What follows belongs to an exercise in optimizing a design on an open flow for small area, a short achievable clock period and few clock cycles; a production flow would make more cautious choices.
The RTL was checked by simulation tests, not by an equivalence proof against the original design.
Power is estimated from default activity; no workload was simulated.

[design/flow/design.v]
module gfr6_pmul (
    input  wire [7:0] a,
    input  wire [7:0] b,
    input  wire [7:0] poly_lo,
    output wire [7:0] p
);
    reg [7:0]  rd [0:6];
    reg [14:0] r;
    reg [7:0]  q;
    integer i;
    always @* begin
        rd[0] = poly_lo;
        for (i = 1; i < 7; i = i + 1)
            rd[i] = {rd[i-1][6:0], 1'b0} ^ (rd[i-1][7] ? poly_lo : 8'd0);
        r = 15'd0;
        for (i = 0; i < 8; i = i + 1)
            if (b[i]) r = r ^ ({7'd0, a} << i);
        q = r[7:0];
        for (i = 0; i < 7; i = i + 1)
            if (r[8+i]) q = q ^ rd[i];
    end
    assign p = q;
endmodule
module gfr6_mulcsa (
    input  wire [7:0] a,
    input  wire [7:0] b,
    output wire [7:0] u,
    output wire [7:0] w
);
    function [7:0] rotl(input [7:0] x, input integer n);
        rotl = (x << n) | (x >> (8 - n));
    endfunction
    function [15:0] csa(input [7:0] x, input [7:0] y, input [7:0] z);
        reg [7:0] c;
        begin
            c = (x & y) | (x & z) | (y & z);
            csa = {x ^ y ^ z, c[6:0], c[7]};
        end
    endfunction
    wire [7:0] pp0 = b[0] ? a          : 8'd0;
    wire [7:0] pp1 = b[1] ? rotl(a, 1) : 8'd0;
    wire [7:0] pp2 = b[2] ? rotl(a, 2) : 8'd0;
    wire [7:0] pp3 = b[3] ? rotl(a, 3) : 8'd0;
    wire [7:0] pp4 = b[4] ? rotl(a, 4) : 8'd0;
    wire [7:0] pp5 = b[5] ? rotl(a, 5) : 8'd0;
    wire [7:0] pp6 = b[6] ? rotl(a, 6) : 8'd0;
    wire [7:0] pp7 = b[7] ? rotl(a, 7) : 8'd0;
    wire [15:0] c1 = csa(pp0, pp1, pp2);
    wire [15:0] c2 = csa(pp3, pp4, pp5);
    wire [15:0] c3 = csa(c1[15:8], c1[7:0], c2[15:8]);
    wire [15:0] c4 = csa(c2[7:0], pp6, pp7);
    wire [15:0] c5 = csa(c3[15:8], c3[7:0], c4[15:8]);
    wire [15:0] c6 = csa(c5[15:8], c5[7:0], c4[7:0]);
    assign u = c6[15:8];
    assign w = c6[7:0];
endmodule
module gfr6_mul255 (
    input  wire [7:0] a,
    input  wire [7:0] b,
    output wire [7:0] p
);
    wire [7:0] u, w;
    gfr6_mulcsa u_csa (.a(a), .b(b), .u(u), .w(w));
    gfr6_eac    u_eac (.u(u), .w(w), .s(p));
endmodule
module gfr6_eac (
    input  wire [7:0] u,
    input  wire [7:0] w,
    output wire [7:0] s
);
    wire [7:0] p  = u ^ w;
    wire [7:0] g0 = u & w;
    wire [7:0] t0 = u | w;
    wire [7:0] g1 = g0 | (t0 & {g0[6:0], g0[7]});
    wire [7:0] t1 = t0 & {t0[6:0], t0[7]};
    wire [7:0] g2 = g1 | (t1 & {g1[5:0], g1[7:6]});
    wire [7:0] t2 = t1 & {t1[5:0], t1[7:6]};
    wire [7:0] g3 = g2 | (t2 & {g2[3:0], g2[7:4]});
    assign s = p ^ {g3[6:0], g3[7]};
endmodule
module gfr6_phi (
    input  wire [7:0] poly_lo,
    input  wire [7:0] x,
    output wire [7:0] y
);
    localparam [4095:0] T = 4096'h002c264c2a000201b84704688835210108350fce29c456013aed24786e352901752d26cd3a400801d8275e68a8312b019c6003b426742001c0a1e2cc734109013b8805e8446c2201c23030403d080a010024000c29001601942f115cbf191201bba8a7e8656d3201ea38338c3d491e0106fca08d6b481f018028208c3b491a01108a3752ce894a01f25624f58b7d3601181537520f854201324424700a352001c10f1aa991642401d0071ee9897526018d490aa406742001c0a1e2cc734109017bce05fac4ec6f01f3502e530c884b0139c904b446742301900000500c080201f98924e845642201e21022000c080a018dd96ca4467022018dd96ca446702201cefc240c6b150701adc396a8d06525016e742f0d2915070126643bc124550f01442c240c2a000001bcc7d6e8c07527019cd983f4467c2601b4dfe6f4c17c3701c6f4240c7b140601c7f1f4c07f540e0162e42e0d78140601890ceba515712301b8a9b5f9676d2a01c23030803d400e010cd991fb46ed6e018cdde3f5457d2701672c7ce93b6c33018040201008040201ff5533110f050301a64433110c050301e12d7ce9336420018040201008040201ff5533110f050301b4dfe6f4c17c37017aad14f973742b017a7f1c69b3302a0138a196b573752101382d9ea533712301f8a17479733428017821146933302801088114b142742001b8d9f4f553742201;
    wire [63:0] m = T[{poly_lo[6:1], 6'd0} +: 64];
    assign y = (x[0] ? m[7:0] : 8'd0) ^ (x[1] ? m[15:8] : 8'd0) ^
               (x[2] ? m[23:16] : 8'd0) ^ (x[3] ? m[31:24] : 8'd0) ^
               (x[4] ? m[39:32] : 8'd0) ^ (x[5] ? m[47:40] : 8'd0) ^
               (x[6] ? m[55:48] : 8'd0) ^ (x[7] ? m[63:56] : 8'd0);
endmodule
module gfr6_psi (
    input  wire [7:0] poly_lo,
    input  wire [7:0] x,
    output wire [7:0] y
);
    localparam [4095:0] T = 4096'hab5489c082a44501e006b035f8899e016f5e89fd80359401ef36bb25b89ba601fb04afc602ec6301958d7471e9ab9e015642026f922b21018505c4ac039364018110c2220c00960148da2c2b8541300162988c398419910169dd8e2124c823018f50c3360c9af7018ed2bd2ad749b601f6b8d63fbc5bdb01849084280449220197d57980929d4501e0eeac3ff48c1d01ff55399182150501e026a825b08804018706ed8e7befd501858eec3ff9af9d01d646ab6f3a6fb1018505c4ac0393640191b8d2a3de219601e9bf79ffede55101d0de9363ee3fb201699d082124c001019504d3375aebd7018892392ac5411001d4cebb712a7fb901d4cebb712a7fb901a9dcc6e3f6e6e501f80692f67a91bf01eb5cafbb8e27850159486f2aec678801a90486c202e461019984d672e9b19e01dfd2826e923328019990c62a8df51a01cad8eebb96e7f5014a5a6e3f9361f001c2b1ac9b8e9f9d01bea3d0763f7fd3018f50d03692b2ea010a522c2a9341b001efd2b8ceb232e801bf92d06ebf77da01f744a8240ae28f018040201008040201ff5533110f050301d94023100c0502019704e8265ae3cf018040201008040201ff5533110f0503019990c62a8df51a01d374d226dee38601eaf4727697c1e7014256036eed3e3201eaf65276bf7ff3019124d037d2e3ca018024503692c1c201c0469066a232a801dad6d276bf77fa01;
    wire [63:0] m = T[{poly_lo[6:1], 6'd0} +: 64];
    assign y = (x[0] ? m[7:0] : 8'd0) ^ (x[1] ? m[15:8] : 8'd0) ^
               (x[2] ? m[23:16] : 8'd0) ^ (x[3] ? m[31:24] : 8'd0) ^
               (x[4] ? m[39:32] : 8'd0) ^ (x[5] ? m[47:40] : 8'd0) ^
               (x[6] ? m[55:48] : 8'd0) ^ (x[7] ? m[63:56] : 8'd0);
endmodule
module gfr6_irr_t (
    input  wire [7:0] i,
    output wire [0:0] o
);
    localparam [255:0] T = 256'h0228008020808008200202088000288008820228800020008200280028000000;
    assign o = T[i];
endmodule
module gfr6_unit (
    input  wire [7:0] i,
    output wire [0:0] o
);
    localparam [255:0] T = 256'h6996932d865b4cb6916d32da65b4ca6996532da65b4cb6896d32da61b4c96996;
    assign o = T[i];
endmodule
module gfr6_irr (
    input  wire [7:0] poly_lo,
    output wire       irr
);
    gfr6_irr_t u_t (.i(poly_lo), .o(irr));
endmodule
module gfr6_logk (
    input  wire [7:0] i,
    output wire [7:0] o
);
    localparam [2047:0] T = 2048'haf5850a8eaf4d674e8ade7e6e9d5ae4fd72c757aeb16f50b51a0a99cb05f59cb5a3eccbbb18660fbaa559d29523ba16cf66f0c7fec4917c476a47bb7d8432d1fa2416d4753393c849e5d2a14abd356f261befcdcb2978790cdcfbc955bd13f372e892023d99244117cb4b8267799a5e318fec531edde4a670d63808cf7c0700757a7f373ace5d44e2b79150a9f9b5eca3dba85fa54283a6b6e7e48c3a3b6421e404638835c13d2f1bddb968fce94d03688229110b32598e2fd30dd66628bbf06a672e44d78099ac9b9f9276a7dc2b51d458212f0da8e9335210f24e12f658a05714c08c8f869c11c81ef8d340ee064044bc7681bee33df03c61a3202190100ff;
    assign o = T[{i, 3'd0} +: 8];
endmodule
module gfr6_expk (
    input  wire [7:0] i,
    output wire [7:0] o
);
    localparam [2047:0] T = 2048'h018e47add86c361b83cfe9fa7db0582c160b8bcbebfbf3f7f5f47a3d90482412098a45ac562b9bc3eff9f279b259a251a653a7dde070381c0e078dc86432198241ae57a5dc6e3795c46231964babdbe3fff1f67bb3d7e5fc7e3f91c663bfd1e673b7d5e472399249aa55a452299a4da8542a158442219e4fa9da6db85c2e1785cc663397c5ec763b93c7edf87c3e1f81ce67bdd068341a0d884422118643afd9e271b65ba3dfe1fe7fb1d66bbbd3e7fdf0783c1e0f89ca65bc5e2f99c261be5fa1de6fb9d269ba5da05028140a058c46239fc1ee77b5d46a35944a259c4e279dc06030180c06038fc9ea75b45a2d984c261387cde8743a1d8040201008040201;
    assign o = T[{i, 3'd0} +: 8];
endmodule
module gfr6_engine (
    input  wire        clk,
    input  wire        rst_n,
    input  wire        cmd_valid,
    output wire        cmd_ready,
    input  wire [31:0] cmd_data,
    output wire        rsp_valid,
    input  wire        rsp_ready,
    output wire [31:0] rsp_data
);
    localparam [2:0] ST_OK       = 3'b000;
    localparam [2:0] ST_INVGEN   = 3'b001;
    localparam [2:0] ST_DIVZERO  = 3'b010;
    localparam [2:0] ST_NOTREADY = 3'b100;
    localparam [2:0] ST_LOCKED   = 3'b101;
    localparam [2:0] ST_ILLEGAL  = 3'b111;
    localparam [5:0] OP_NOP     = 6'h01;
    localparam [5:0] OP_RDREG   = 6'h02;
    localparam [5:0] OP_CLRERR  = 6'h03;
    localparam [5:0] OP_SETPOLY = 6'h04;
    localparam [5:0] OP_SETGEN  = 6'h05;
    localparam [5:0] OP_BUILD   = 6'h06;
    localparam [5:0] OP_GFADD   = 6'h08;
    localparam [5:0] OP_GFMUL   = 6'h09;
    localparam [5:0] OP_GFINV   = 6'h0A;
    localparam [5:0] OP_GFPOW   = 6'h0B;
    localparam [5:0] OP_RDLOG   = 6'h0C;
    localparam [5:0] OP_RDEXP   = 6'h0D;
    reg  [7:0]  poly_lo;
    reg  [7:0]  gen;
    reg         tblv;
    reg         err;
    reg  [2:0]  ecode;       
    reg  [7:0]  ep;          
    reg  [7:0]  eg;
    reg  [31:0] ecmd;        
    reg  [7:0]  cinv;        
    reg         rdy_q;
    reg         c_v;
    reg  [31:0] c_q;
    reg         v1, l1, g1, m1, e1, b1, r01, b161;
    reg  [2:0]  st1;
    reg  [7:0]  x1, k1;
    reg         v2, m2, e2, b2, r02, b162;
    reg  [2:0]  st2;
    reg  [7:0]  l2, k2;
    reg  [2:0]  step;        
    reg         bval;        
    reg         v3, e3, r03, b163;
    reg  [2:0]  st3;
    reg  [7:0]  t3, h3;
    reg         v4, e4, r04, b164;
    reg  [2:0]  st4;
    reg  [7:0]  t4, h4;
    reg         o_v, k_v;
    reg  [2:0]  o_st, k_st;
    reg         o_r0, k_r0, o_b16, k_b16;
    reg  [7:0]  o_hi, k_hi, o_lo, k_lo;
    reg         busy;        
    wire adv = !k_v;
    assign cmd_ready = rdy_q;
    assign rsp_valid = o_v;
    assign rsp_data  = {o_st[2], 1'b0, o_st[1:0], 2'b00, o_r0, 2'b00, o_r0, 1'b0,
                        o_r0, 1'b0, o_r0, o_r0, o_b16, o_hi, o_lo};
    wire [5:0]  op    = c_q[31:26];
    wire [7:0]  fa    = c_q[15:8];
    wire [7:0]  fb    = c_q[7:0];
    wire [15:0] fe    = c_q[23:8];
    wire [3:0]  fr    = c_q[3:0];
    reg illegal;
    always @* begin
        case (op)
            OP_NOP, OP_CLRERR, OP_BUILD: illegal = (c_q[25:0] != 26'd0);
            OP_RDREG:                    illegal = (c_q[25:4] != 22'd0) || (fr > 4'd10);
            OP_SETPOLY, OP_SETGEN, OP_GFINV, OP_RDLOG, OP_RDEXP:
                                         illegal = (c_q[25:8] != 18'd0);
            OP_GFADD, OP_GFMUL:          illegal = (c_q[25:16] != 10'd0);
            OP_GFPOW:                    illegal = (c_q[25:24] != 2'd0);
            default:                     illegal = 1'b1;
        endcase
    end
    wire       use_gen = (op == OP_RDEXP) || (op == OP_BUILD);
    wire [7:0] phix;
    gfr6_phi u_phi (.poly_lo(poly_lo), .x(use_gen ? gen : fb), .y(phix));
    wire [7:0] emod;
    gfr6_eac u_emod (.u(fe[15:8]), .w(fe[7:0]), .s(emod));
    reg  [7:0] rd_lo, rd_hi;
    reg        rd_r0, rd_b16;
    always @* begin
        rd_lo = 8'd0;
        rd_hi = 8'd0;
        rd_r0 = 1'b0;
        rd_b16 = 1'b0;
        case (fr)
            4'd0:  begin rd_lo = 8'h01; rd_r0 = 1'b1; end
            4'd1:  rd_lo = {6'd0, err, tblv};
            4'd2:  begin rd_lo = poly_lo; rd_hi = 8'h01; end
            4'd3:  rd_lo = gen;
            4'd5:  rd_lo = err ? {4'd0, ecode[2], 1'b0, ecode[1:0]} : 8'd0;
            4'd6:  if (err && ecode == ST_INVGEN) begin
                       rd_lo = eg; rd_hi = ep; rd_b16 = 1'b1;
                   end
            4'd7:  if (err) begin rd_lo = ecmd[7:0];   rd_hi = ecmd[15:8];  end
            4'd8:  if (err) begin rd_lo = ecmd[23:16]; rd_hi = ecmd[31:24]; end
            4'd9:  rd_hi = 8'h02;
            4'd10: begin rd_lo = 8'h01; rd_hi = 8'h01; end
            default: ;
        endcase
    end
    reg [2:0] d_st;
    reg       d_l, d_g, d_m, d_e, d_b, d_r0, d_b16, d_clr, d_spoly, d_sgen;
    reg [7:0] d_x, d_k;
    always @* begin
        d_st = ST_OK;
        d_l = 1'b0; d_g = 1'b0; d_m = 1'b0; d_e = 1'b0; d_b = 1'b0;
        d_r0 = 1'b0; d_b16 = 1'b0;
        d_clr = 1'b0; d_spoly = 1'b0; d_sgen = 1'b0;
        d_x = 8'd0;
        d_k = 8'd0;
        if (illegal) begin
            d_st = ST_ILLEGAL;
        end else begin
            case (op)
                OP_RDREG: begin
                    d_x = rd_lo; d_k = rd_hi; d_r0 = rd_r0; d_b16 = rd_b16;
                end
                OP_CLRERR: d_clr = 1'b1;
                OP_SETPOLY:
                    if (tblv) d_st = ST_LOCKED;
                    else      d_spoly = 1'b1;
                OP_SETGEN:
                    if (tblv) d_st = ST_LOCKED;
                    else      d_sgen = 1'b1;
                OP_BUILD:
                    if (tblv) d_st = ST_LOCKED;
                    else begin
                        d_b = 1'b1; d_l = 1'b1; d_x = phix;
                    end
                OP_GFADD: d_x = fa ^ fb;
                OP_GFMUL:
                    if (!tblv) d_st = ST_NOTREADY;
                    else begin
                        d_g = 1'b1; d_x = fa; d_k = fb;
                    end
                OP_GFINV:
                    if (!tblv) d_st = ST_NOTREADY;
                    else if (fb == 8'd0) d_st = ST_DIVZERO;
                    else begin
                        d_l = 1'b1; d_m = 1'b1; d_e = 1'b1; d_x = phix; d_k = 8'hFE;
                    end
                OP_GFPOW:
                    if (!tblv) d_st = ST_NOTREADY;
                    else if (fe == 16'd0) d_x = 8'd1;
                    else if (fb == 8'd0) d_x = 8'd0;
                    else begin
                        d_l = 1'b1; d_m = 1'b1; d_e = 1'b1; d_x = phix; d_k = emod;
                    end
                OP_RDLOG:
                    if (!tblv) d_st = ST_NOTREADY;
                    else if (fb == 8'd0) d_x = 8'hFF;
                    else begin
                        d_l = 1'b1; d_m = 1'b1; d_x = phix; d_k = cinv;
                    end
                OP_RDEXP:
                    if (!tblv) d_st = ST_NOTREADY;
                    else begin
                        d_l = 1'b1; d_m = 1'b1; d_e = 1'b1; d_x = phix; d_k = fb;
                    end
                default: ;
            endcase
        end
    end
    wire consume = c_v && adv && !busy;
    wire [7:0] logx, mulxk;
    gfr6_logk u_log  (.i(x1), .o(logx));
    gfr6_pmul u_pmul (.a(x1), .b(k1), .poly_lo(poly_lo), .p(mulxk));
    wire [7:0] prod;
    gfr6_mul255 u_mul (.a(l2), .b(k2), .p(prod));
    wire pirr, lunit;
    gfr6_irr  u_irr  (.poly_lo(poly_lo), .irr(pirr));
    gfr6_unit u_unit (.i(l2), .o(lunit));
    wire bact   = b2 && v2;
    wire b_done = bact && (step == 3'd6);
    wire b_iter = bact && !b_done;
    wire [7:0] expt;
    gfr6_expk u_exp (.i(t3), .o(expt));
    wire [7:0] psit;
    gfr6_psi  u_psi (.poly_lo(poly_lo), .x(t4), .y(psit));
    wire [7:0] f_lo = e4 ? psit : t4;
    wire taken = o_v && rsp_ready;
    wire inc   = adv && v4;
    wire o_load = !o_v || taken;
    wire c_v_n  = (cmd_valid && rdy_q) || (c_v && !consume);
    wire k_v_n  = o_load ? 1'b0 : (k_v || inc);
    wire busy_n = (busy && !(adv && b_done)) || (consume && d_b);
    always @(posedge clk) begin
        if (!rst_n) begin
            rdy_q   <= 1'b1;
            c_v     <= 1'b0;
            v1      <= 1'b0;
            v2      <= 1'b0;
            v3      <= 1'b0;
            v4      <= 1'b0;
            o_v     <= 1'b0;
            k_v     <= 1'b0;
            busy    <= 1'b0;
            poly_lo <= 8'h1D;
            gen     <= 8'h02;
            tblv    <= 1'b0;
            err     <= 1'b0;
        end else begin
            rdy_q <= !c_v_n || (!busy_n && !k_v_n);
            c_v   <= c_v_n;
            busy  <= busy_n;
            if (o_load) begin
                o_v <= k_v || inc;
                k_v <= 1'b0;
            end else if (inc) begin
                k_v <= 1'b1;
            end
            if (adv) begin
                v4 <= v3;
                v3 <= (v2 && !bact) || b_done;
                if (!b_iter)
                    v2 <= v1;
                v1 <= consume;
                if (b_done) begin
                    tblv <= bval;
                    if (!bval && !err) begin
                        err   <= 1'b1;
                        ecode <= ST_INVGEN;
                        ep    <= poly_lo;
                        eg    <= gen;
                        ecmd  <= {OP_BUILD, 26'd0};
                    end
                end
            end
            if (consume) begin
                if (d_spoly) poly_lo <= fb;
                if (d_sgen)  gen     <= fb;
                if (d_clr) begin
                    err <= 1'b0;
                end else if (d_st != ST_OK && !err) begin
                    err   <= 1'b1;
                    ecode <= d_st;
                    ecmd  <= c_q;
                end
            end
        end
        if (rdy_q)
            c_q <= cmd_data;
        if (adv) begin
            st1  <= d_st;
            l1   <= d_l;
            g1   <= d_g;
            m1   <= d_m;
            e1   <= d_e;
            b1   <= d_b;
            r01  <= d_r0;
            b161 <= d_b16;
            x1   <= d_x;
            k1   <= d_k;
            if (b_iter) begin
                l2   <= prod;
                k2   <= (step == 3'd1 || step == 3'd3) ? prod : cinv;
                if (step == 3'd5)
                    cinv <= prod;
                if (step == 3'd0)
                    bval <= lunit && pirr;
                step <= step + 3'd1;
            end else begin
                st2  <= st1;
                m2   <= m1;
                e2   <= e1;
                b2   <= b1;
                r02  <= r01;
                b162 <= b161;
                l2   <= l1 ? logx : (g1 ? mulxk : x1);
                k2   <= b1 ? logx : (g1 ? 8'd0 : k1);
                step <= 3'd0;
                if (b1 && v1)
                    cinv <= logx;
            end
            if (b_done) begin
                st3  <= bval ? ST_OK : ST_INVGEN;
                e3   <= 1'b0;
                r03  <= 1'b0;
                b163 <= !bval;
                t3   <= bval ? 8'd0 : gen;
                h3   <= bval ? 8'd0 : poly_lo;
            end else begin
                st3  <= st2;
                e3   <= e2;
                r03  <= r02;
                b163 <= b162;
                t3   <= m2 ? prod : l2;
                h3   <= m2 ? 8'd0 : k2;
            end
            st4  <= st3;
            e4   <= e3;
            r04  <= r03;
            b164 <= b163;
            t4   <= e3 ? expt : t3;
            h4   <= h3;
        end
        if (o_load) begin
            o_st  <= k_v ? k_st  : st4;
            o_r0  <= k_v ? k_r0  : r04;
            o_b16 <= k_v ? k_b16 : b164;
            o_hi  <= k_v ? k_hi  : h4;
            o_lo  <= k_v ? k_lo  : f_lo;
        end
        if (!k_v) begin
            k_st  <= st4;
            k_r0  <= r04;
            k_b16 <= b164;
            k_hi  <= h4;
            k_lo  <= f_lo;
        end
    end
endmodule
[design/flow/run.sh]
#!/bin/bash
# synth_recipe.tcl (not shown) runs the flow's synth.tcl, then flattens the netlist and writes it again
# the make line also repeats each setting of config.mk as NAME=value (left out here)
make -C /OpenROAD-flow-scripts/flow DESIGN_CONFIG=/design/flow/config.mk WORK_HOME=/design/flow/orfs CLKGATE_MAP_FILE= SYNTH_SCRIPT=/design/flow/synth_recipe.tcl finish
[design/flow/constraint.sdc]
create_clock -name core_clock -period 14.0 [get_ports {clk}]
set_input_delay 2.8000 -clock core_clock [delete_from_list [all_inputs] [get_ports {clk}]]
set_output_delay 2.8000 -clock core_clock [all_outputs]
set_load 0.01 [all_outputs]
[design/flow/config.mk]
export PLATFORM = sky130hd
export DESIGN_NAME = gfr6_engine
export DESIGN_NICKNAME = gfr6_engine
export VERILOG_FILES = /design/flow/design.v
export SDC_FILE = /design/flow/constraint.sdc
export NUM_CORES = 4
export LEC_CHECK = 0
export ABC_CLOCK_PERIOD_IN_PS = 3500
export CAP_MARGIN = 20
export CORE_MARGIN = 2
export CORE_UTILIZATION = 40
export PLACE_DENSITY = 0.6
export SLEW_MARGIN = 20
==> flow_summary.ini, run 1 <==
[setup_path]
crit_path_end_kind = flop
critPathKind = flop to flop
required_ns = 14.29
critPathMaxFanout = 42
critPathLaunchType = flop
critPathArrivalTime_ns = 5.57

[timing]
max_slew.worst_pin.slew_ns = 1.35
drv_slew = 0
skew_ns = 0.0635
hold_viol = 0
fin_crit_sh_pct = 37.7
min_period_ns = 5.28
rsz0062_at_grt = no
max_freq_mhz = 190
finalSetupViolations = 0
slew_headroom_pct = 10.0
setup-tns-final_ns = 0

[synthesis]
syn_inst = 4098
synth_commonest_cells = nand2_1, a21oi_1, o21ai_0
yosysTopAreaCell = edfxtp_1
dominantRegCellSynth = edfxtp_1
synth_area_mm2 = 0.0312
yosysMostFrequentCell = nand2_1
synth_seq_cells = 258
synth_area_leaders = edfxtp_1, a21oi_1, nand2_1
yosysSeqAreaShare_pct = 23.3
synth-async-reset-ratio_pct = 0
avgSynthCellArea_um2 = 7.61
ys_types = 94
yosysWarnings = 4
synth_edf_count = 210
synth_top_area_share_pct = 20.2

[global_routing]
overflow = 0
first_global_vias = 30624
grt_usage_pct = 33.7
grt_pass1_wl_um = 208000
grt_max_degree = 155
antenna_found_initial = 7

[die]
pin_count = 70
die_area_mm2 = 0.0802
die_h_um = 283
fp.coreArea_mm2 = 0.0773
start_util_pct = 40.3
die_w_um = 283
rows = 102

[flow_run]
max_cap_violations = 0

[min_path]
hold_path.class = flop to flop

[place]
gp_congestion = 1.08
numPortBuffers = 62
dp_hpwl_um = 98600
numPlacedInstances = 4877

[power_and_ir_drop]
p_per_area_mw_per_mm2 = 55.2
p_sw_share_pct = 23.3
ir_drop_mv = 0.0928
p_leak_nw = 11.9
p_seq_share_pct = 47.2
internal_power_w = 0.00141
net-switching-power_w = 0.000428
comb_power_share_pct = 6.4
pwr-share-clk_pct = 46.4

[routing]
ant_nets = 0
drc_errors = 0
route.vias.total = 33051
wl_per_cell_um = 28.6
firstDrtPassIters = 10
drt-initial-drc-count = 5476
wl_um = 141000
vias_per_cell = 6.69

[clock_network]
cts_tree = done
post_cts_buffers = 0
cts-resized-gates = 0
clock_sinks = 258
htreeDepth = 1
root_buffer = clkbuf_16
cts_hold_buf = 0
clock_path_buffers = 3
worstSkewPairLatency_ns = 0.62
cts_made_buffers = 30
cts.clk_slew.worst_paths_ns = 0.06

[finish]
area.growth.synth_to_final_pct = 6.66
drive_gt1_share_pct = 7.09
stdcell_count = 4938
nNetsFinal = 4049

[outcome]
status = finished clean
## layer usage
layer | global-route usage [%] | wire (um) | up-vias
li1 | - | - | 14455
met1 | 44.9 | 55900 | 15777
met2 | 50.7 | 60400 | 2269
met3 | 7.99 | 15600 | 546
met4 | 17.9 | 9200 | 4
met5 | 0 | 28 | -
## area by class of cell
class,instances,area (um^2)
antenna,4,10.0
clock buffer,36,783
clock inverter,20,298
fill,8055,44100
inverter,147,554
multi-input combinational,3276,21700
sequential,258,7290
tap,1040,1300
timing repair buffer,157,1340
## path summary, 6_finish.rpt
| path | start | slack [ns] | cells after the start | endpoint |
|---|---|---|---|---|
| max | poly_lo[1]$_SDFFE_PN0P_ | 8.72 | 14 | o_lo[0]$_DFFE_PN_ |
| min | r01$_SDFFCE_PP0N_ | 0.42 | 0 | r02$_DFFE_PP_ |
| max reg2reg | poly_lo[1]$_SDFFE_PN0P_ | 8.72 | 14 | o_lo[0]$_DFFE_PN_ |
| min reg2reg | r01$_SDFFCE_PP0N_ | 0.42 | 0 | r02$_DFFE_PP_ |
## metrics by stage
step / power [W] / setup slack (ns) / hold WS (ns) / instance area (um^2) / util, %
after floorplan: 0.000949 / 9.26 / 0.400 / 31200 / -
after global placement: 0.000997 / 8.68 / 0.401 / 32100 / 41.5
after detailed placement: 0.000999 / 8.79 / 0.405 / 32100 / 41.6
after CTS: 0.00185 / 8.73 / 0.418 / 33200 / 42.9
after global routing: 0.00189 / 8.38 / 0.427 / 33200 / 43.0
final: 0.00184 / 8.72 / 0.418 / 33300 / 43.0
## worst max-delay path: stages (launching register included)
cell     delay, ns
dfxtp_2       0.70
buf_4         0.60
ha_1          0.42
ha_1          0.20
buf_4         0.30
nor2b_1       0.87
nor3_1        0.12
nor3_1        0.40
mux2_2        0.38
o22ai_1       0.13
a21oi_1       0.06
xnor3_1       0.40
nand2_1       0.09
xor2_1        0.16
o21ai_1       0.08
## power groups by stage
| stage | clock, W | combinational, W | sequential (W) |
|---|---|---|---|
| final | 0.000852 | 0.000117 | 0.000867 |
| after detailed placement | 0 | 0.000116 | 0.000883 |
| after floorplan | 0 | 0.0000774 | 0.000872 |
| after CTS | 0.000867 | 0.000116 | 0.000866 |
| after global routing | 0.000896 | 0.000128 | 0.000869 |
| after global placement | 0 | 0.000115 | 0.000882 |
## registers in the layout, summed over array words and instances (netlist names), 8 cells and up
register	count
c_q	32
cinv	8
ecmd	32
eg	8
ep	8
gen	8
h3	8
h4	8
k1	8
k2	8
k_hi	8
k_lo	8
l2	8
o_hi	8
o_lo	8
poly_lo	8
t3	8
t4	8
x1	8
## placed cells by master (no fill, tap or decap), types with 22 or more instances in the layout
master,Yosys,routed
mux2_2,27,27
fa_1,48,48
xor2_1,52,52
mux2i_1,78,78
nor2b_1,65,65
clkbuf_16,0,30
nand2_1,492,492
a21oi_1,383,382
xnor2_1,142,142
a211oi_1,87,87
and2_1,67,67
o21ai_0,346,346
nor3_1,91,90
a31oi_1,81,81
o221ai_1,22,22
clkdlybuf4s50_1,0,61
a311oi_1,46,45
o211ai_1,58,58
edfxtp_1,210,210
or2_2,26,26
nand3_1,107,107
inv_1,142,140
nor4_1,22,22
a22oi_1,26,26
and3_1,23,23
buf_4,16,94
mux4_2,32,32
o311ai_0,42,42
a221oi_1,36,36
o31ai_1,41,41
nor2_1,318,317
dfxtp_1,48,41
nand2b_1,85,85
o22ai_1,33,33
nor3b_1,29,26
ha_1,95,95
## cells by family (layout without fill, tap and decap cells)
| family | Yosys count | in the layout | synth area share [%] |
|---|---|---|---|
| compound gates | 1375 | 1375 | 28.1 |
| xor+xnor | 225 | 225 | 7.59 |
| fa+ha+maj | 143 | 143 | 6.89 |
| buf+inv | 570 | 360 | 7.39 |
| flops | 258 | 258 | 23.3 |
| mux | 138 | 138 | 5.83 |
| other cells | 1 | 11 | 0.0120 |
| simple gates | 1388 | 1388 | 20.9 |
Testbench counts, summed over its fixed seeds: cycles 13,344.
==> run 2: changes to the inputs <==
==> design/flow/flow/run.sh (new file) <==
#!/bin/bash
# The standard layout (the standard.sh, unchanged synthesis and steps),
# with ORFS's timing repair aiming for more setup slack than the default.
set -euo pipefail
bash standard.sh SETUP_SLACK_MARGIN=9.5 finish > standard.log 2>&1
==> design/flow/standard.sh (new file) <==
#!/bin/bash
# synth_recipe.tcl (not shown) runs the flow's synth.tcl, then flattens the netlist and writes it again
# the make line also repeats each setting of config.mk as NAME=value (left out here)
make -C /OpenROAD-flow-scripts/flow DESIGN_CONFIG=/design/flow/config.mk WORK_HOME=/design/flow/orfs CLKGATE_MAP_FILE= SYNTH_SCRIPT=/design/flow/synth_recipe.tcl "${@:-finish}"
removed: design/flow/run.sh
==> run 2 against run 1 <==
Effect of this change: still clean; via count grew 1.7%; die area is the same; flip-flop and latch count is the same; highest routed layer unchanged.
==> flow_summary.ini, run 2 <==
[routing]
ant_nets = 0
vias_per_cell = 6.69
drc_errors = 0
wl_per_cell_um = 28.9
route.vias.total = 33607
wl_um = 145000
drt-initial-drc-count = 5699
firstDrtPassIters = 8

[timing]
min_period_ns = 4.72
finalSetupViolations = 0
rsz0062_at_grt = yes
setup_slack_ns = 9.28
fin_crit_sh_pct = 33.7
hold_viol = 0
drv_slew = 0
max_freq_mhz = 212
skew_ns = 0.0433
max_slew.worst_pin.slew_ns = 1.30
slew_headroom_pct = 12.5
setup-tns-final_ns = 0

[setup_path]
crit_path_end_kind = flop
critPathArrivalTime_ns = 4.99
critPathLaunchType = flop
critPathMaxFanout = 5
critPathKind = flop to flop
required_ns = 14.27

[die]
rows = 102
die_area_mm2 = 0.0802
pin_count = 70
die_h_um = 283
fp.coreArea_mm2 = 0.0773
start_util_pct = 40.3
die_w_um = 283

[synthesis]
synth_fa_ha_area_share_pct = 6.89
yosysTopAreaCell = edfxtp_1
ys_types = 94
syn_inst = 4098
synth-async-reset-ratio_pct = 0
synth_top_area_share_pct = 20.2
synth_mux_area_share_pct = 5.83
synth_seq_cells = 258
synth_top_family_by_area = compound AO/OA/AOI/OAI gates
synthSimpleGateAreaFrac_pct = 20.9
dominantRegCellSynth = edfxtp_1
synth_area_leaders = edfxtp_1, a21oi_1, nand2_1
synth-compound-area-share_pct = 28.1
synth_area_mm2 = 0.0312
yosysSeqAreaShare_pct = 23.3
synth_commonest_cells = nand2_1, a21oi_1, o21ai_0
yosysWarnings = 4
synth_edf_count = 210
synth_xor_area_share_pct = 7.59
avgSynthCellArea_um2 = 7.61
yosysMostFrequentCell = nand2_1

[finish]
final_core_util_pct = 45.0
layout_common_cells = nand2_1, a21oi_1, o21ai_0
layout_commonest_cell = nand2_1
final_area_mm2 = 0.0348
area.growth.synth_to_final_pct = 11.7
reg.largest.list = c_q: 32 flops, ecmd: 32 flops
drive_gt1_share_pct = 12.1
nNetsFinal = 4131

[place]
place_ws_ns = 8.54
dp_hpwl_um = 98200
gp_congestion = 1.07
dpl_cell_area_mm2 = 0.0322
numPortBuffers = 62

[clock_network]
cts_made_buffers = 34
cts_hold_buf = 0
clock_sinks = 258
htreeDepth = 2
cts.clk_slew.worst_paths_ns = 0.06
root_buffer = clkbuf_16
cts_tree = done
worstSkewPairLatency_ns = 0.57
clock_path_buffers = 3

[global_routing]
overflow = 0
grt_usage_pct = 34.5
grt_pass1_wl_um = 212000
grt_max_degree = 187
first_global_vias = 31038
antenna_found_initial = 3

[power_and_ir_drop]
p_per_area_mw_per_mm2 = 54.6
ir_drop_mv = 0.103
p_leak_nw = 12.7
p_total_w = 0.00190

[flow_run]
max_cap_violations = 0

[min_path]
hold_path.class = flop to flop

[outcome]
status = finished clean
[run 2: layer usage]
layer	routed length, um	up-vias	part of all wire, %	GRT usage, %
met5	11	-	0.0076	0
met4	9450	2	6.5	18.4
met1	57500	15946	40	46.4
met3	16200	565	11	7.64
met2	62300	2466	43	51.6
li1	-	14628	-	-
[run 2: cells by family (layout without fill, tap and decap cells)]
family | after synthesis | after routing
muxes | 138 | 138
AOI/OAI and AO/OA | 1375 | 1375
DFF | 258 | 258
buffers and inverters | 570 | 444
adders and majority gates | 143 | 143
other | 1 | 13
and+or+nand+nor | 1388 | 1388
xor gates and xnor gates | 225 | 225
[run 2: through the flow]
| stage | instances | hold slack [ns] |
|---|---|---|
| finish | 5024 | 0.418 |
| global route | 5018 | 0.423 |
| floorplan | 4104 | 0.400 |
| CTS | 4998 | 0.415 |
| global placement | 4872 | 0.402 |
| detailed placement | 4872 | 0.405 |
[run 2: repair_timing]
action	CTS	global route
gates cloned	1	1
setup buffers	63	18
gates resized for setup	100	84
pin swaps	47	36
hold endpoints to repair	0	0
endpoints found under the setup margin	69	50
[run 2: power by group]
group          internal (W)  total [W]  switching [W]  leakage [nW]
Combinational     0.0000487   0.000121      0.0000726          9.39
Clock              0.000547   0.000916       0.000369         0.578
Sequential         0.000846   0.000867      0.0000207          2.69
Total               0.00144    0.00190       0.000463          12.7
[run 2: area by class of cell]
class,instances,area [um^2]
antenna,6,15.0
clock buffer,41,907
clock inverter,21,269
fill,7797,42500
inverter,147,568
multi-input combinational,3276,22400
sequential,258,7290
tap,1040,1300
timing repair buffer,235,2110
[run 2: final timing paths]
check | startpoint | end | slack [ns] | cells past startpoint
worst min register to register | h3[1]$_DFFE_PN_ | h4[1]$_DFFE_PN_ | 0.42 | 0
worst max register to register | k2[0]$_DFFE_PN_ | l2[4]$_DFFE_PN_ | 9.28 | 19
worst max-delay path | k2[0]$_DFFE_PN_ | l2[4]$_DFFE_PN_ | 9.28 | 19
worst min-delay path | h3[1]$_DFFE_PN_ | h4[1]$_DFFE_PN_ | 0.42 | 0
[run 2: worst max-delay path, stage by stage, from the launching register on]
cell      delay (ns)
edfxtp_1        0.51
buf_4           0.20
and2_1          0.16
fa_1            0.48
inv_1           0.05
fa_1            0.45
fa_1            0.49
inv_1           0.05
fa_1            0.50
inv_2           0.09
ha_4            0.18
inv_1           0.10
a21oi_4         0.17
o21bai_1        0.08
a21oi_1         0.16
o21ai_1         0.13
xor2_1          0.19
mux2_2          0.30
nor2_1          0.10
a21oi_1         0.05
==> run 3: changes to the inputs <==
--- a/design/flow/design.v
+++ b/design/flow/design.v
@@ -56,10 +56,41 @@
 endmodule
+module gfr6_booth (
+    input  wire [7:0]  b,
+    output wire [11:0] d
+);
+    function [2:0] dig(input hi, input mid, input lo);
+        begin
+            dig[2] = hi & ~(mid & lo);
+            dig[1] = (hi & ~mid & ~lo) | (~hi & mid & lo);
+            dig[0] = mid ^ lo;
+        end
+    endfunction
+    assign d = {dig(b[7], b[6], b[5]), dig(b[5], b[4], b[3]),
+                dig(b[3], b[2], b[1]), dig(b[1], b[0], b[7])};
+endmodule
 module gfr6_mul255 (
-    input  wire [7:0] a,
-    input  wire [7:0] b,
-    output wire [7:0] p
-);
-    wire [7:0] u, w;
-    gfr6_mulcsa u_csa (.a(a), .b(b), .u(u), .w(w));
-    gfr6_eac    u_eac (.u(u), .w(w), .s(p));
+    input  wire [7:0]  a,
+    input  wire [11:0] d,
+    output wire [7:0]  p
+);
+    function [7:0] rotl(input [7:0] x, input integer n);
+        rotl = (x << n) | (x >> (8 - n));
+    endfunction
+    function [15:0] csa(input [7:0] x, input [7:0] y, input [7:0] z);
+        reg [7:0] c;
+        begin
+            c = (x & y) | (x & z) | (y & z);
+            csa = {x ^ y ^ z, c[6:0], c[7]};
+        end
+    endfunction
+    function [7:0] pp(input [2:0] g, input [7:0] r1, input [7:0] r2);
+        pp = ((g[0] ? r1 : 8'd0) | (g[1] ? r2 : 8'd0)) ^ {8{g[2]}};
+    endfunction
+    wire [7:0] pp0 = pp(d[2:0],   a,          rotl(a, 1));
+    wire [7:0] pp1 = pp(d[5:3],   rotl(a, 2), rotl(a, 3));
+    wire [7:0] pp2 = pp(d[8:6],   rotl(a, 4), rotl(a, 5));
+    wire [7:0] pp3 = pp(d[11:9],  rotl(a, 6), rotl(a, 7));
+    wire [15:0] c1 = csa(pp0, pp1, pp2);
+    wire [15:0] c2 = csa(c1[15:8], c1[7:0], pp3);
+    gfr6_eac u_eac (.u(c2[15:8]), .w(c2[7:0]), .s(p));
 endmodule
@@ -183,6 +214,7 @@
     reg  [2:0]  st2;
-    reg  [7:0]  l2, k2;
+    reg  [7:0]  l2;
+    reg  [11:0] k2;          
     reg  [2:0]  step;        
     reg         bval;        
-    reg         v3, e3, r03, b163;
+    reg         v3, e3, n3, r03, b163;
     reg  [2:0]  st3;
@@ -314,4 +346,8 @@
     gfr6_pmul u_pmul (.a(x1), .b(k1), .poly_lo(poly_lo), .p(mulxk));
+    wire [11:0] kbx, kbp, kbc;
+    gfr6_booth  u_bx (.b(b1 ? logx : k1), .d(kbx));
+    gfr6_booth  u_bp (.b(prod), .d(kbp));
+    gfr6_booth  u_bc (.b(cinv), .d(kbc));
     wire [7:0] prod;
-    gfr6_mul255 u_mul (.a(l2), .b(k2), .p(prod));
+    gfr6_mul255 u_mul (.a(l2), .d(k2), .p(prod));
     wire pirr, lunit;
@@ -402,3 +438,3 @@
                 l2   <= prod;
-                k2   <= (step == 3'd1 || step == 3'd3) ? prod : cinv;
+                k2   <= (step == 3'd1 || step == 3'd3) ? kbp : kbc;
                 if (step == 3'd5)
@@ -416,3 +452,3 @@
                 l2   <= l1 ? logx : (g1 ? mulxk : x1);
-                k2   <= b1 ? logx : (g1 ? 8'd0 : k1);
+                k2   <= (m1 || b1) ? kbx : {4'd0, (g1 ? 8'd0 : k1)};
                 step <= 3'd0;
@@ -424,2 +460,3 @@
                 e3   <= 1'b0;
+                n3   <= 1'b0;
                 r03  <= 1'b0;
@@ -431,2 +468,3 @@
                 e3   <= e2;
+                n3   <= m2 && !e2;
                 r03  <= r02;
@@ -434,3 +472,3 @@
                 t3   <= m2 ? prod : l2;
-                h3   <= m2 ? 8'd0 : k2;
+                h3   <= m2 ? 8'd0 : k2[7:0];
             end
@@ -440,3 +478,3 @@
             b164 <= b163;
-            t4   <= e3 ? expt : t3;
+            t4   <= e3 ? expt : ((n3 && t3 == 8'hFF) ? 8'h00 : t3);
             h4   <= h3;
==> run 3 against run 2 <==
Effect of this change: clock skew decreased by 0.0027 ns; sequential share of layout area increased by 1.3 points; power decreased by 3.9%; synthesized cell count decreased by 1.1%; synthesized area decreased by 1.6%; flip-flop and latch count increased by 5; critical path depth decreased by 7; combinational power increased by 9.9%; critical path type unchanged; largest cell class unchanged.
==> flow_summary.ini, run 3 <==
[global_routing]
grt_usage_pct = 36.2
grt_max_degree = 186
antenna_found_initial = 4
overflow = 0
grt_pass1_wl_um = 214000
first_global_vias = 30543

[timing]
holdWs_ns = 0.417
drv_slew = 0
rsz0062_at_grt = yes
hold_viol = 0
setup-tns-final_ns = 0
skew_ns = 0.0406
fin_crit_sh_pct = 33.6
min_period_ns = 4.71
max_slew.worst_pin.slew_ns = 1.13
max_freq_mhz = 212
slew_headroom_pct = 24.5
finalSetupViolations = 0

[die]
die_w_um = 281
rows = 101
fp.coreArea_mm2 = 0.0759
pin_count = 70
die_area_mm2 = 0.0789
die_h_um = 281
start_util_pct = 40.4

[setup_path]
critPathMaxFanout = 47
crit_buf_inv = 2
crit_chain = buf_6, ha_1, buf_4, ha_1, o21ai_1, a21oi_1, o21ai_0, xnor2_1, xnor3_1, mux2i_1, a211oi_1, a21o_1
critPathArrivalTime_ns = 5.06
crit_family = compound AO/OA/AOI/OAI gates
cpPeakStageDelay_ns = 0.76
path_common_cell = ha_1
critPathSlowestCell = ha_1
required_ns = 14.35
critPathLaunchType = flop
crit_path_end_kind = flop
critPathKind = flop to flop

[place]
numPlacedInstances = 4840
gp_congestion = 1.05
dp_hpwl_um = 102000
dpl_cell_area_mm2 = 0.0317
numPortBuffers = 62

[clock_network]
root_buffer = clkbuf_16
cts_made_buffers = 30
clock_sinks = 263
worstSkewPairLatency_ns = 0.63
cts_tree = done
htreeDepth = 1
clock_path_buffers = 3
cts.clk_slew.worst_paths_ns = 0.06

[routing]
drc_errors = 0
met2_length_um = 62000
drt-initial-drc-count = 5612
wl_um = 150000
ant_nets = 0
dr_wl_met3_um = 19000
wl_met1_um = 59100
route.vias.total = 33790
vias_per_cell = 6.84
wl_per_cell_um = 30.3
top_layer = met5
firstDrtPassIters = 12

[synthesis]
synth_commonest_cells = nand2_1, nor2_1, o21ai_0
ys_types = 90
synth_seq_cells = 263
synth_area_leaders = edfxtp_1, nand2_1, o21ai_0
yosysMostFrequentCell = nand2_1
yosysWarnings = 5
synth_top_area_share_pct = 21.1
yosysTopAreaCell = edfxtp_1
synth_area_mm2 = 0.0307
yosysSeqAreaShare_pct = 24.2
synth-async-reset-ratio_pct = 0
syn_inst = 4051
avgSynthCellArea_um2 = 7.57
dominantRegCellSynth = edfxtp_1
synth_edf_count = 215

[power_and_ir_drop]
ir_drop_mv = 0.102
p_per_area_mw_per_mm2 = 54.7
p_leak_nw = 11.9
p_total_w = 0.00183

[finish]
layout_commonest_cell = nand2_1
reg.largest.list = c_q: 32 flops, ecmd: 32 flops, k2: 12 flops
area.growth.synth_to_final_pct = 8.99
drive_gt1_share_pct = 8.93
layout_common_cells = nand2_1, nor2_1, o21ai_0
register_area_mm2 = 0.00744
final_area_mm2 = 0.0334
multi_input_area_mm2 = 0.0215
nNetsFinal = 4062
fillers = 7716
stdcell_count = 4943

[outcome]
status = finished clean

[flow_run]
max_cap_violations = 0

[min_path]
hold_path.class = flop to flop
-- run 3: worst paths after layout --
path / start / to / slack (ns) / cells after the start
worst max-delay path: poly_lo[2]$_SDFFE_PN1P_ / o_lo[4]$_DFFE_PN_ / 9.29 / 12
worst min-delay path: e1$_SDFFCE_PP0N_ / e2$_DFFE_PP_ / 0.42 / 0
worst max register to register: poly_lo[2]$_SDFFE_PN1P_ / o_lo[4]$_DFFE_PN_ / 9.29 / 12
worst min register to register: e1$_SDFFCE_PP0N_ / e2$_DFFE_PP_ / 0.42 / 0
-- run 3: power breakdown --
group | switching (W) | leakage [nW] | internal [W]
clock | 0.000358 | 0.503 | 0.000459
combinational | 0.0000815 | 8.61 | 0.0000516
sequential | 0.0000195 | 2.74 | 0.000859
total | 0.000459 | 11.9 | 0.00137
-- run 3: cells by family after synthesis --
| kind of cell | Yosys count | share of synthesized area [%] |
|---|---|---|
| compound gates | 1381 | 29.0 |
| mux | 128 | 5.16 |
| other cells | 1 | 0.0122 |
| simple gates | 1365 | 20.4 |
| buf+inv | 508 | 6.74 |
| xor+xnor | 264 | 8.36 |
| fa+ha+maj | 141 | 6.14 |
| flops | 263 | 24.2 |
-- run 3: repair_timing --
action,CTS,global route
cloned,1,2
hold buffers,0,0
buffers inserted,15,24
endpoints found under the setup margin,54,47
gates resized for setup,34,53
pin swaps,0,7
-- run 3: final cells by class --
class | count | area share (%)
clock inverters | 12 | 0.341
multi-input cells | 3286 | 64.3
inverters | 117 | 1.36
diodes | 4 | 0.0299
well taps | 1030 | 3.86
repair buffers | 187 | 5.15
flip-flops and latches | 263 | 22.2
clock buffers | 44 | 2.74
-- run 3: routing by layer --
layer | vias to the layer above | global-route usage (%)
li1 | 14553 | -
met2 | 2626 | 53.5
met4 | 4 | 18.1
met5 | - | 0.563
met3 | 611 | 9.65
met1 | 15996 | 48.3
-- run 3: per-stage QoR --
step | worst slack, ns | utilization [%]
CTS | 9.46 | 43.5
global route | 9.32 | 44.0
detailed placement | 8.75 | 41.7
finish | 9.29 | 44.0
floorplan | 9.54 | -
global placement | 8.73 | 41.7
Testbench counts of run 3, summed over its fixed seeds: cycles 13,344.
==> run 4: changes to the inputs <==
--- a/design/flow/design.v
+++ b/design/flow/design.v
@@ -206,2 +206,3 @@
     reg  [7:0]  cinv;        
+    reg  [7:0]  ppoly;       
     reg         rdy_q;
@@ -345,3 +346,3 @@
     gfr6_logk u_log  (.i(x1), .o(logx));
-    gfr6_pmul u_pmul (.a(x1), .b(k1), .poly_lo(poly_lo), .p(mulxk));
+    gfr6_pmul u_pmul (.a(x1), .b(k1), .poly_lo(ppoly), .p(mulxk));
     wire [11:0] kbx, kbp, kbc;
@@ -353,3 +354,3 @@
     wire pirr, lunit;
-    gfr6_irr  u_irr  (.poly_lo(poly_lo), .irr(pirr));
+    gfr6_irr  u_irr  (.poly_lo(ppoly), .irr(pirr));
     gfr6_unit u_unit (.i(l2), .o(lunit));
@@ -361,3 +362,3 @@
     wire [7:0] psit;
-    gfr6_psi  u_psi (.poly_lo(poly_lo), .x(t4), .y(psit));
+    gfr6_psi  u_psi (.poly_lo(ppoly), .x(t4), .y(psit));
     wire [7:0] f_lo = e4 ? psit : t4;
@@ -423,2 +424,3 @@
         end
+        ppoly <= poly_lo;
         if (rdy_q)
==> design/flow/flow/run.sh (replaced) <==
#!/bin/bash
# The standard layout (the standard.sh, unchanged synthesis and steps),
# with ORFS's timing repair aiming for more setup slack than the default and
# the port buffers made of plain buffer cells instead of delay buffers.
set -euo pipefail
bash standard.sh SETUP_SLACK_MARGIN=10 "BUFFER_PORTS_ARGS=-buffer_cell sky130_fd_sc_hd__buf_4" finish > standard.log 2>&1
==> run 4 against run 3 <==
Effect of this change: die area increased by 5.1%; first-iteration DRC count is 0.36% lower; combinational power decreased by 26%; wire length is 13% lower; critical path type unchanged; still clean on timing, DRC and antenna; non-clock buffer count increased by 64; utilization is 1.2 points higher; count of clock-buffer cells in the layout did not move.
==> flow_summary.ini, run 4 <==
[outcome]
status = finished clean

[min_path]
min_path_cells = 0
hold_path.class = flop to flop

[die]
rows = 104
die_w_um = 288
start_util_pct = 40.2
fp.coreArea_mm2 = 0.0802
pin_count = 70
die_h_um = 288
die_area_mm2 = 0.0829

[timing]
finalSetupViolations = 0
fin_crit_sh_pct = 29.1
holdWs_ns = 0.418
rsz0062_at_grt = yes
setup-tns-final_ns = 0
max_slew.worst_pin.slew_ns = 1.32
min_period_ns = 4.07
drv_slew = 0
slew_headroom_pct = 11.8
max_freq_mhz = 246
skew_ns = 0.0344
hold_viol = 0

[synthesis]
syn_inst = 4163
synth_commonest_cells = nand2_1, a21oi_1, o21ai_0
avgSynthCellArea_um2 = 7.75
yosysMostFrequentCell = nand2_1
yosysWarnings = 5
synth_seq_cells = 271
synth-async-reset-ratio_pct = 0
synth_edf_count = 215
ys_types = 99
synth_area_mm2 = 0.0322
yosysTopAreaCell = edfxtp_1
yosysSeqAreaShare_pct = 23.5
synth_area_leaders = edfxtp_1, a21oi_1, o21ai_0
synth_top_area_share_pct = 20.0
dominantRegCellSynth = edfxtp_1

[setup_path]
cpPeakStageDelay_ns = 0.58
r2r_cells = 17
critPathSlowestCell = fa_2
cp.depth = 17
critPathArrivalTime_ns = 4.39
crit_buf_inv = 4
crit_family = adder cells
crit_chain = buf_4, a22oi_2, xnor2_2, fa_2, fa_1, buf_4, ha_2, a21oi_4, o21bai_1, a21oi_2, o21ai_2, xor2_2, buf_6, buf_6, nor3b_1, o31ai_1, o22ai_1
critPathKind = flop to flop
required_ns = 14.32
critPathLaunchType = flop
critPathMaxFanout = 9
crit_path_end_kind = flop

[finish]
reg.largest.list = c_q: 32 flops, ecmd: 32 flops, k2: 12 flops
layout_commonest_cell = nand2_1
area.growth.synth_to_final_pct = 12.4
nNetsFinal = 4208
antenna_cells = 0
layout_common_cells = nand2_1, o21ai_0, a21oi_1
drive_gt1_share_pct = 16.1

[routing]
wl_met1_um = 51900
drt-initial-drc-count = 5592
drc_errors = 0
met2_length_um = 56800
dr_wl_met3_um = 14100
route.vias.total = 34195
vias_per_cell = 6.68
firstDrtPassIters = 12
wl_per_cell_um = 25.6
top_layer = met5
ant_nets = 0
wl_um = 131000

[clock_network]
clock_sinks = 271
cts_made_buffers = 30
root_buffer = clkbuf_16
htreeDepth = 1
clock_path_buffers = 3
cts.clk_slew.worst_paths_ns = 0.07
cts_tree = done
worstSkewPairLatency_ns = 0.61

[power_and_ir_drop]
p_total_w = 0.00177
ir_drop_mv = 0.102
p_leak_nw = 13.0
p_per_area_mw_per_mm2 = 49.0

[global_routing]
grt_usage_pct = 30.1
grt_pass1_wl_um = 196000
antenna_found_initial = 1
first_global_vias = 31437
overflow = 0
grt_max_degree = 104

[place]
gp_congestion = 1.03
dp_hpwl_um = 86800
numPortBuffers = 62

[flow_run]
max_cap_violations = 0
==> run 4: cell count changes in the layout (fill, tap and decap cells not counted), moves of 24 or more <==
cell             before  now
nor3_1               98  122
nor2_1              357  292
nand2b_1             59  100
buf_4               110  195
buf_6                 4   33
nand2_1             479  445
o22ai_1              51   27
xnor2_1             196  158
ha_1                112   83
clkdlybuf4s50_1      60    0
==> run 4: final cells by class <==
class / instances / area [um^2]
clock buffer: 44 / 851
timing repair inverter: 1 / 5.00
tap: 1060 / 1330
multi-input combinational: 3361 / 23600
clock inverter: 12 / 113
sequential: 271 / 7610
inverter: 116 / 480
timing repair buffer: 251 / 2280
fill: 7985 / 43900
==> run 4: cell families (layout without fill, tap and decap cells) <==
logic type	after synthesis	after routing	synth area share [%]
flops	271	271	23.5
fa+ha+maj	140	140	5.80
mux	139	139	5.94
compound gates	1438	1438	29.3
xor+xnor	259	259	8.27
simple gates	1378	1378	20.3
other cells	1	7	0.0116
buf+inv	537	424	6.88
==> run 4: routing by layer <==
metal	GRT usage, %	up-vias
li1	-	15178
met1	40.6	15946
met2	46.3	2458
met3	5.78	611
met4	14.2	2
met5	0	-
==> run 4: repair_timing <==
item,in CTS,in global routing
resized for setup,109,199
cloned,2,0
hold buffers,0,0
setup buffers,63,54
pin swaps,20,95
endpoints found under the setup margin,83,76
==> run 4: worst reg2reg max path, cell delays in order, from the launching register on <==
cell and delay [ns]:
edfxtp_1 0.36, buf_4 0.20, a22oi_2 0.27, xnor2_2 0.12
fa_2 0.58, fa_1 0.43, buf_4 0.15, ha_2 0.20
a21oi_4 0.16, o21bai_1 0.11, a21oi_2 0.20, o21ai_2 0.10
xor2_2 0.18, buf_6 0.14, buf_6 0.12, nor3b_1 0.13
o31ai_1 0.23, o22ai_1 0.13
==> run 4: stage by stage <==
step	std cells	area, um^2	util (%)	setup WS, ns
2_1_floorplan	4169	32400	-	9.98
4_1_cts	5062	34900	43.5	9.93
5_1_grt	5116	36200	45.2	9.76
6_report	5116	36200	45.2	9.93
3_5_place_dp	4941	32900	41.1	9.08
3_3_place_gp	4941	32900	41.1	9.07
==> run 4: worst paths after layout <==
path                        start                to  slack [ns]
hold / removal     b163$_DFFE_PN_    b164$_DFFE_PN_        0.42
setup reg to reg  k2[1]$_DFFE_PN_  k2[10]$_DFFE_PN_        9.93
setup / recovery  k2[1]$_DFFE_PN_  k2[10]$_DFFE_PN_        9.93
hold reg to reg    b163$_DFFE_PN_    b164$_DFFE_PN_        0.42
==> run 4: where the power goes <==
part           internal, W  leakage [nW]  switching (W)
clock network     0.000428         0.488       0.000349
registers         0.000879          2.82      0.0000190
logic            0.0000381          9.66      0.0000607
total              0.00135          13.0       0.000429
Testbench counts of run 4, summed over its fixed seeds: cycles 13,344.
==> run 5: changes to the inputs <==
--- a/design/flow/config.mk
+++ b/design/flow/config.mk
@@ -7,2 +7,3 @@
 export LEC_CHECK = 0
+export ABC_AREA = 1
 export ABC_CLOCK_PERIOD_IN_PS = 3500
==> run 5 against run 4 <==
Effect of this change: worst setup slack worse by 0.075 ns; critical path type unchanged; first-iteration DRC count shrank 0.57%; wire length increased by 15%; synthesized area down 4.1%; flip-flop and latch count unchanged; synthesized cell count grew 19%; clock skew is 0.013 ns higher; sequential power grew 0.9%; count of clock-buffer cells in the layout shrank 7; via count up 8.5%; still clean on timing, DRC and antenna; cell count grew 17%; critical endpoint is now k2[0]$_DFFE_PN_.
==> flow_summary.ini, run 5 <==
[clock_network]
htreeDepth = 1
clock_path_buffers = 3
cts.clk_slew.worst_paths_ns = 0.07
clock_sinks = 271
cts_hold_buf = 0
worstSkewPairLatency_ns = 0.62
cts_tree = done
root_buffer = clkbuf_16
cts_made_buffers = 30

[global_routing]
grt_usage_pct = 37.0
antenna_found_initial = 4
first_global_vias = 34306
grt_max_degree = 67
grt_pass1_wl_um = 223000
overflow = 0

[synthesis]
synth_top_area_share_pct = 20.9
dominantRegCellSynth = edfxtp_1
yosysMostFrequentCell = nand2_1
syn_inst = 4971
synth_edf_count = 215
avgSynthCellArea_um2 = 6.22
synth_commonest_cells = nand2_1, inv_1, nand3_1
synth_area_leaders = edfxtp_1, nand2_1, nand3_1
yosysWarnings = 5
ys_types = 65
synth-async-reset-ratio_pct = 0
yosysSeqAreaShare_pct = 24.5
synth_seq_cells = 271
synth_area_mm2 = 0.0309
yosysTopAreaCell = edfxtp_1

[die]
die_w_um = 282
start_util_pct = 40.6
fp.coreArea_mm2 = 0.0762
pin_count = 70
die_area_mm2 = 0.0796
rows = 101
die_h_um = 282

[routing]
ant_nets = 0
vias_per_cell = 6.19
drt-initial-drc-count = 5560
firstDrtPassIters = 9
route.vias.total = 37118
drc_errors = 0
wl_um = 151000
wl_per_cell_um = 25.2

[place]
gp_congestion = 1.07
dp_hpwl_um = 109000
numPortBuffers = 62
numPlacedInstances = 5865

[power_and_ir_drop]
p_leak_nw = 15.4
p_total_w = 0.00186
p_per_area_mw_per_mm2 = 53.9
ir_drop_mv = 0.101

[finish]
reg.largest.list = c_q: 32 flops, ecmd: 32 flops, k2: 12 flops
layout_commonest_cell = nand2_1
stdcell_count = 5997
area.growth.synth_to_final_pct = 11.5
drive_gt1_share_pct = 9.34
layout_common_cells = nand2_1, inv_1, nand3_1
nNetsFinal = 5118

[setup_path]
critPathSlowestCell = fa_1
critPathArrivalTime_ns = 4.49
crit_path_end_kind = flop
critPathKind = flop to flop
critPathMaxFanout = 7
critPathLaunchType = flop
required_ns = 14.34
cpPeakStageDelay_ns = 0.53
crit_chain = clkinvlp_4, buf_4, o22ai_1, xor2_1, fa_1, fa_1, inv_1, ha_1, nor2_2, inv_1, o41ai_4, xor2_2, ha_4, o21ai_2, o221ai_1

[timing]
holdWs_ns = 0.384
drv_slew = 0
finalSetupViolations = 0
fin_crit_sh_pct = 29.6
rsz0062_at_grt = yes
hold_viol = 0
min_period_ns = 4.15
max_slew.worst_pin.slew_ns = 1.09
slew_headroom_pct = 26.4
max_freq_mhz = 241
skew_ns = 0.0473
setup-tns-final_ns = 0

[outcome]
status = finished clean

[flow_run]
max_cap_violations = 0

[min_path]
hold_path.class = flop to flop
run 5: changes by cell type in the layout (fill, tap and decap cells not counted), moves of 68 or more:
cell and change:
nand2_1 +921, nand2b_1 -100, nor2b_1 -71, nor2_1 +122, a211oi_1 -68, nor3_1 -77
inv_1 +407, o22ai_1 +71, xnor2_1 -108, nand3_1 +375
run 5: cells by family after synthesis:
group / count (synthesis) / share of synthesized area (%)
other: 1 / 0.0121
AOI/OAI and AO/OA: 1131 / 21.5
and+or+nand+nor: 2463 / 33.2
adders and majority gates: 140 / 6.05
buffers and inverters: 821 / 10.6
DFF: 271 / 24.5
xor gates and xnor gates: 144 / 4.08
run 5: worst max-delay path: cells and delay by family (launching register included):
kind	cells	cell delay, ns
buffers and inverters	4	0.58
flip-flops	1	0.42
AND/OR/NAND/NOR	1	0.17
XOR/XNOR	2	0.52
adder cells (fa/ha/maj)	4	1.48
AO/OA/AOI/OAI	4	0.74
run 5: repair_timing:
action,CTS,global route
endpoints found under the setup margin,81,85
buffers inserted,42,28
pin swaps,25,48
resized for setup,98,135
gates cloned,4,0
run 5: area by class of cell:
cell class              instances  area, um^2
diodes                          1        2.50
clock buffers                  37         808
clock inverters                19         198
fillers                      8094       41700
inverters                     557        2180
multi-input cells            3885       20800
flip-flops and latches        271        7590
well taps                    1030        1290
repair buffers                194        1630
repair inverters                3        17.5
run 5: power breakdown:
group	internal, W	total, W	switching (W)
logic	0.0000454	0.000142	0.0000970
clock network	0.000453	0.000813	0.000360
registers	0.000888	0.000906	0.0000174
total	0.00139	0.00186	0.000474
run 5: worst paths after layout:
check	startpoint	slack [ns]	cells past startpoint	end
worst max register to register	l2[5]$_DFFE_PN_	9.85	15	k2[0]$_DFFE_PN_
worst min register to register	poly_lo[7]$_SDFFE_PN0P_	0.38	0	ppoly[7]$_DFF_P_
worst max-delay path	l2[5]$_DFFE_PN_	9.85	15	k2[0]$_DFFE_PN_
worst min-delay path	poly_lo[7]$_SDFFE_PN0P_	0.38	0	ppoly[7]$_DFF_P_
run 5: metal layers:
metal	part of all wire [%]	GRT usage, %
met1	38	46.9
met2	43	57.7
met3	10	7.01
met4	7.8	23.5
met5	0.017	0
run 5: through the flow:
stage / area [um^2] / setup slack [ns] / util [%]
after floorplan: 31000 / 10.04 / -
after global placement: 32000 / 8.93 / 42.0
after detailed placement: 32000 / 8.92 / 42.0
after CTS: 33700 / 9.85 / 44.3
after global routing: 34500 / 9.74 / 45.3
final: 34500 / 9.85 / 45.3

-- separate check: timing with driven ports --
In the flow no input, the clock included, has a driving cell. The finished layouts below were timed again as built, in two steps.
Step 1, drivers: a clkbuf_16 drives clk and a buf_2 each remaining input, both assumed.
Step 2, shift: input delay + t, output delay - t, t = (earliest + latest rising clock arrival at the registers) / 2. This alone moves slack from input paths to output paths.
Slacks: no drivers / after step 1 / after step 2; pairs: no drivers / after step 1.
run	t (ns)	setup WS [ns]	worst setup path at the end	cell pins on the clock port's net
run 1	0.657	8.724 / 8.724 / 8.724	register to register	1
run 2	0.619	9.285 / 9.285 / 9.065	input to register	1
run 3	0.674	9.294 / 9.294 / 9.294	register to register	1
run 4	0.657	9.927 / 9.875 / 9.596	input to register	1
run 5	0.656	9.852 / 9.852 / 9.461	input to register	1
After both steps every run listed still meets setup and hold. The setup slack of run 5, which loses most, moves by 0.000 ns with the drivers and by -0.391 ns with both steps.
